From an optimization exercise on the open Yosys and OpenROAD flow, aimed at small area, a short achievable clock period and few clock cycles; shortcuts taken in it are not production practice.
At most, simulation tests tie the RTL to the original design; equivalence was not proved.
Power is estimated from default activity; no workload was simulated.

lane 1:
==> flow/design.v (excerpt) <==
module wire_codec (
    input  wire        clk,
    input  wire        rst,             
    input  wire        start,
    input  wire [2:0]  start_op,
    input  wire [7:0]  start_n,         
    input  wire [15:0] start_cmd,       
    input  wire [7:0]  start_addr,      
    input  wire [7:0]  start_crc,       
    output wire        busy,
    input  wire        in_valid,
    input  wire [7:0]  in_data,
    output wire        in_ready,
    output reg         out_valid,
    output reg  [7:0]  out_data,
    input  wire        out_ready,
    output wire        done,
    output wire [15:0] status,
    output wire [7:0]  res_crc,
    output wire [7:0]  res_len
);
export LEC_CHECK = 0
export CAP_MARGIN = 20
export CORE_MARGIN = 2
export CORE_UTILIZATION = 22
export CTS_BUF_LIST = sky130_fd_sc_hd__clkbuf_8
export SETUP_SLACK_MARGIN = 2.5
export SLEW_MARGIN = 20
export TNS_END_PERCENT = 0
create_clock -name core_clock -period 5.0 [get_ports {clk}]
standard.sh (not shown) runs the stock make flow with config.mk's settings and CLKGATE_MAP_FILE= SYNTH_SCRIPT=/design/flow/synth_recipe.tcl, a recipe that flattens the netlist after the stock synthesis.
==> flow/flow/run.sh <==
#!/bin/bash
# Standard layout, with the port buffers made from buf_2 cells instead of the smallest buffer.
set -euo pipefail
export BUFFER_PORTS_ARGS="-buffer_cell sky130_fd_sc_hd__buf_2"
bash standard.sh > standard_flow.log 2>&1
Lane 1 | stages: all done | timing, DRC, antenna: all pass
Testbench counts of lane 1, summed over its fixed seeds: cycles 29,678.
Edits applied to the flow inputs when going from lane 1 to lane 2:
diff --git a/flow/config.mk b/flow/config.mk
--- a/flow/config.mk
+++ b/flow/config.mk
@@ -8,7 +8,7 @@
 export CAP_MARGIN = 20
 export CORE_MARGIN = 2
-export CORE_UTILIZATION = 22
+export CORE_UTILIZATION = 30
 export CTS_BUF_LIST = sky130_fd_sc_hd__clkbuf_8
-export SETUP_SLACK_MARGIN = 2.5
+export SETUP_SLACK_MARGIN = 2.6
 export SLEW_MARGIN = 20
 export TNS_END_PERCENT = 0
--- outcome ---
- Delta (lane 2 minus lane 1): setup slack +0.039 ns; post-route fraction of the period consumed by the critical path -0.79 points; multi-input combinational cell area +about 3.2%; total design power -29 µW.
- When lane 2 is set beside lane 1, its placed instance count turns out to be 9.8% smaller.
- A worst setup path startpoint of out_ready is what lane 2 shows, while in_data[0] belongs to lane 1.
--- input diff lane 2..lane 3 ---
diff --git a/flow/config.mk b/flow/config.mk
--- a/flow/config.mk
+++ b/flow/config.mk
@@ -8,7 +8,6 @@
 export CAP_MARGIN = 20
 export CORE_MARGIN = 2
-export CORE_UTILIZATION = 30
-export CTS_BUF_LIST = sky130_fd_sc_hd__clkbuf_8
-export SETUP_SLACK_MARGIN = 2.6
+export CORE_UTILIZATION = 40
+export SETUP_SLACK_MARGIN = 3.0
 export SLEW_MARGIN = 20
 export TNS_END_PERCENT = 0
Results
- Minimum clock period after layout delta (lane 3 − lane 2): favourable
- Summary of lane 3 over lane 2: buffer and inverter count on the worst path shows no meaningful change; cell-internal power shows an increase of 22%.
## Diff of input files: lane 4 against lane 3
diff --git a/flow/config.mk b/flow/config.mk
--- a/flow/config.mk
+++ b/flow/config.mk
@@ -8,6 +8,8 @@
 export CAP_MARGIN = 20
 export CORE_MARGIN = 2
-export CORE_UTILIZATION = 40
-export SETUP_SLACK_MARGIN = 3.0
+export CORE_UTILIZATION = 30
+export CTS_BUF_LIST = sky130_fd_sc_hd__clkbuf_8
+export PLACE_DENSITY = 0.85
+export SETUP_SLACK_MARGIN = 2.5
 export SLEW_MARGIN = 20
 export TNS_END_PERCENT = 0
==> comparison <==
Number of signal-net buffers in the layout: lane 4 < lane 3. Row final cell count: lane 4 higher / lane 3 lower. Against lane 3, lane 4 reports a power share of the clock group that is lower. Lane 4 vs. lane 3: first-pass GRT wire length lost 1.1%, setup slack lost 0.13 ns, clock period minus worst slack picked up an extra 0.13 ns, clock power lost about 24%. Lane 3 reached the final stage; the timing, DRC and antenna checks on its layout passed. Lane 4 closes out successfully: all stages finished, all timing, DRC and antenna checks passed. Taking lane 3 as the reference, in lane 4 worst-case headroom to the max-slew limit increased by 0.89 points relative to the old numbers, final total power decreased by 230 µW relative to the old numbers.
#### Input delta (lane 5 over lane 4)
diff --git a/flow/config.mk b/flow/config.mk
--- a/flow/config.mk
+++ b/flow/config.mk
@@ -10,6 +10,5 @@
 export CORE_UTILIZATION = 30
 export CTS_BUF_LIST = sky130_fd_sc_hd__clkbuf_8
-export PLACE_DENSITY = 0.85
-export SETUP_SLACK_MARGIN = 2.5
+export SETUP_SLACK_MARGIN = 2.8
 export SLEW_MARGIN = 20
 export TNS_END_PERCENT = 0
==> run summary <==
Lane 5: multi-input gate area in the final layout higher than lane 4
Compared with lane 4, in lane 5 minimum setup slack in the final design +0.13 ns, final critical-path required period -0.13 ns.

wire_codec, a different RTL version from the one above (not shown whole).
For scale: roughly 690 cells after synthesis, roughly 69 flip-flops, roughly 100 I/O pins.
export LEC_CHECK = 0
export CAP_MARGIN = 20
export CORE_MARGIN = 2
export CORE_UTILIZATION = 30
export SETUP_SLACK_MARGIN = 3.0
export SLEW_MARGIN = 20
export TNS_END_PERCENT = 0
create_clock -name core_clock -period 5.0 [get_ports {clk}]
==> flow/flow/run.sh <==
#!/bin/bash
# Standard layout, with the port buffers made from buf_4 cells instead of the smallest buffer.
set -euo pipefail
export BUFFER_PORTS_ARGS="-buffer_cell sky130_fd_sc_hd__buf_4"
bash standard.sh > standard_flow.log 2>&1
Change:
==> flow/run.sh (new file) <==
#!/bin/bash
# synth_recipe.tcl (not shown) runs the flow's synth.tcl, then flattens the netlist and writes it again
# the make line also repeats each setting of config.mk as NAME=value (left out here)
make -C /OpenROAD-flow-scripts/flow DESIGN_CONFIG=/design/flow/config.mk WORK_HOME=/design/flow/orfs CLKGATE_MAP_FILE= SYNTH_SCRIPT=/design/flow/synth_recipe.tcl finish
removed: flow/flow/run.sh
removed: flow/standard.sh
=> The new run finished with timing, DRC and antenna clean. Setup slack gains 0.073 ns. Final area went up by a little under a tenth. Sequential cell count does not change. Clock power went up by a few percent. Register-to-register slack stays flat.
Change:
Settings changed: SETUP_SLACK_MARGIN 3.0 to 3.4.
The changed run passed the timing, DRC and antenna checks. Global-route usage is unchanged. First-iteration DRC count stays the same. Worst setup slack is unchanged. Synthesized area does not change. Power stays the same. Synthesized cell count is unchanged. Wire length stays the same. Via count does not change. Core utilization stays the same. Design area is unchanged. Die area stays the same.
No run of this note included a check of the RTL's function; only the layout flow was run.

JK:
wire_codec, a different RTL version from the one above (not shown whole).
For scale: roughly 590 cells after synthesis, roughly 75 flip-flops, roughly 100 I/O pins, about 0.0052 sq mm of cells after synthesis.
export LEC_CHECK = 0
export CAP_MARGIN = 20
export CORE_MARGIN = 2
export CORE_UTILIZATION = 30
export SETUP_SLACK_MARGIN = 3.0
export SLEW_MARGIN = 20
export TNS_END_PERCENT = 0
create_clock -name core_clock -period 5.0 [get_ports {clk}]
==> flow/flow/run.sh <==
#!/bin/bash
# Standard layout, with the port buffers made from buf_4 cells instead of the smallest
# buffer, and timing repair free to change a cell's footprint when it resizes it.
set -euo pipefail
export BUFFER_PORTS_ARGS="-buffer_cell sky130_fd_sc_hd__buf_4"
bash standard.sh MATCH_CELL_FOOTPRINT=0 finish > standard_flow.log 2>&1
In summary, JK completed successfully, with a layout that passed the timing, DRC and antenna checks.
Edits applied to the flow inputs when going from JK to MS:
==> flow/flow/run.sh <==
#!/bin/bash
# Standard layout, with the port buffers made from buf_2 cells instead of the smallest buffer.
set -euo pipefail
export BUFFER_PORTS_ARGS="-buffer_cell sky130_fd_sc_hd__buf_2"
bash standard.sh > standard_flow.log 2>&1
Notes after the runs:
- Leading cell type in the layout, fill and taps excluded: sky130_fd_sc_hd__buf_2 -> MS, sky130_fd_sc_hd__buf_4 -> JK
- MS against JK: number of fill cells in the layout increased about 1.6%; portion of the clock cycle consumed by the worst path in the final layout lost 0.76 points; post-placement cell area went down; minimum clock period went down.
- Measured against each other, JK and MS differ in buffering overhead, the lower figure coming from MS.
- Between JK and MS, the post-route non-filler standard cell count figures differ only marginally.
Changes in AL relative to MS:
==> flow/flow/run.sh <==
#!/bin/bash
# Standard layout, with the port buffers made from buf_4 cells instead of the smallest buffer.
set -euo pipefail
export BUFFER_PORTS_ARGS="-buffer_cell sky130_fd_sc_hd__buf_4"
bash standard.sh > standard_flow.log 2>&1
--- outcome ---
Worst hold slack up 4.7 ps in AL wrt MS. Setup slack in AL is smaller than in MS. Post-synthesis adder-cell area fraction came out exactly the same in MS and AL. Between MS and AL, the flow reports per-cell via count in the routed design decreasing slightly. In the reports for MS and AL, the smaller sequential power share belongs to AL.
No functional check of the RTL was part of any run of this note.

== try-quartz ==
wire_codec, a different RTL version from the one above (not shown whole).
Size: roughly 880 cells after synthesis, ~60 flip-flops, about 100 I/O pins, ~6700 sq um of cells after synthesis.
// wire_codec
module wire_codec (
    input  wire        clk,
    input  wire        rst,             
    input  wire        start,
    input  wire [2:0]  start_op,
    input  wire [7:0]  start_n,         
    input  wire [15:0] start_cmd,       
    input  wire [7:0]  start_addr,      
    input  wire [7:0]  start_crc,       
    output wire        busy,
    input  wire        in_valid,
    input  wire [7:0]  in_data,
    output wire        in_ready,
    output reg         out_valid,
    output reg  [7:0]  out_data,
    input  wire        out_ready,
    output wire        done,
    output wire [15:0] status,
    output wire [7:0]  res_crc,
    output wire [7:0]  res_len
);
    localparam [2:0] OP_CRC_GEN   = 3'd0,
                     OP_CRC_CHECK = 3'd1,
                     OP_I2C_WRITE = 3'd2,
                     OP_I2C_READ  = 3'd3,
                     OP_SHDLC_TX  = 3'd4;
    localparam [3:0] S_IDLE  = 4'd0,
                     S_CRC   = 4'd1,    
                     S_W_CMD = 4'd2,    
                     S_W_HI  = 4'd3,    
                     S_W_LO  = 4'd4,    
                     S_W_CRC = 4'd5,    
                     S_R_HI  = 4'd6,    
                     S_R_LO  = 4'd7,    
                     S_R_CRC = 4'd8,    
                     S_T_HDR = 4'd9,    
                     S_T_PAY = 4'd10,   
                     S_T_CHK = 4'd11,   
                     S_T_EOF = 4'd12,   
                     S_FIN   = 4'd13;   
    function [7:0] crc_step;
        input [7:0] acc;
        input [7:0] b;
        integer k;
        reg [7:0] a;
        begin
            a = acc ^ b;
            for (k = 0; k < 8; k = k + 1) begin
                if (a[7]) a = {a[6:0], 1'b0} ^ 8'h31;
                else      a = {a[6:0], 1'b0};
            end
            crc_step = a;
        end
    endfunction
    function is_reserved;
        input [7:0] b;
        begin
            is_reserved = (b == 8'h7E) || (b == 8'h7D) || (b == 8'h11) || (b == 8'h13);
        end
    endfunction
    reg [3:0] state;
    reg [7:0] cnt;         
    reg [7:0] acc;         
    reg [7:0] p0, p1;      
  ...
Settings: LEC_CHECK=0, CAP_MARGIN=20, CORE_MARGIN=2, CORE_UTILIZATION=40, SLEW_MARGIN=20; clock period 5.0 ns.
run.sh (not shown) runs the stock make flow with config.mk's settings and CLKGATE_MAP_FILE= SYNTH_SCRIPT=/design/flow/synth_recipe.tcl, a recipe that flattens the netlist after the stock synthesis.
Stock flow here: none of the scripts above is used.
try-quartz completed every stage of the flow, and the final layout passed the timing, DRC and antenna checks.
Modified inputs, try-pepper compared to try-quartz
Settings: setting SETUP_SLACK_MARGIN to 2.5 for the first time; setting TNS_END_PERCENT to 100 for the first time.
--- outcome ---
Register share of the cell area was lower in the run labelled try-pepper.
From try-quartz to try-pepper the numbers moved as follows: post-detailed-route wirelength per cell +9.7%; arrival time at the worst endpoint -1.46 ns; non-filler instance count after layout +7.2%; detailed-routing iteration count for the pre-antenna-repair pass +3.
try-pepper vs. try-quartz: portion of the clock cycle consumed by the worst path in the final layout went down by 29 points.
Area of the die: try-quartz vs try-pepper identical
When the final numbers for try-quartz and try-pepper were put side by side, the smallest setup slack after layout turned out to be smaller in try-quartz.
Looking only at final wirelength, and setting everything else aside, the lower value of try-quartz and try-pepper goes to try-quartz.
Compared with try-quartz, try-pepper shows a proportion of power drawn by combinational gates that is 6.7 points higher.
Critical path depth in try-pepper is 1 higher than in try-quartz
Relative to try-pepper, the following input files were edited for try-zinc:
Settings: SETUP_SLACK_MARGIN: 2.5 -> 3.5.
[summary]
Diff try-pepper -> try-zinc | first-pass GRT wire length | up by more than 10%. try-pepper → try-zinc: data arrival time of the critical path did not really move, first-pass iteration count of the detailed router went down, final worst hold slack went up, routed wire length went up, total power went up.
No run of this note included a check of the RTL's function; only the layout flow was run.

==> port drivers added, routing unchanged <==
In the flow no input, the clock included, has a driving cell. The finished layouts below were timed again as built, in two steps. Step 1: set_driving_cell puts a clkbuf_16 on clk and a buf_2 on each other input, an assumption about the parent block. Step 2 times the ports against the registers' clock, not the clock port: input delays grow and output delays shrink by t, the midpoint of the rising clock arrivals with the driver on. Three values: ideal ports, drivers, drivers and shift; two values: the first two.
run	t (ns)	slack for setup (ns)	worst setup path after step 2
lane 1	0.405	2.499 / 2.486 / 2.099	input to register
lane 2	0.397	2.538 / 2.507 / 2.176	input to register
lane 3	0.374	2.550 / 2.508 / 2.189	input to register
lane 4	0.395	2.423 / 2.437 / 2.042	input to register
lane 5	0.399	2.549 / 2.509 / 2.160	input to register
the first run of note 2	0.394	2.229 / 2.256 / 1.862	input to register
the second run of note 2	0.389	2.303 / 2.313 / 1.924	input to register
the third run of note 2	0.389	2.303 / 2.313 / 1.924	input to register
JK	0.378	2.404 / 2.399 / 2.022	input to register
MS	0.380	2.442 / 2.416 / 2.037	input to register
AL	0.378	2.404 / 2.399 / 2.022	input to register
try-quartz	0.387	0.587 / 0.565 / 0.565	input to output
try-pepper	0.389	2.053 / 2.023 / 1.684	input to register
try-zinc	0.390	2.042 / 1.997 / 1.752	input to register
After both steps setup and hold are still met in every run listed. The setup slack of MS, which loses most, moves by -0.026 ns with the drivers and by -0.405 ns with both steps.
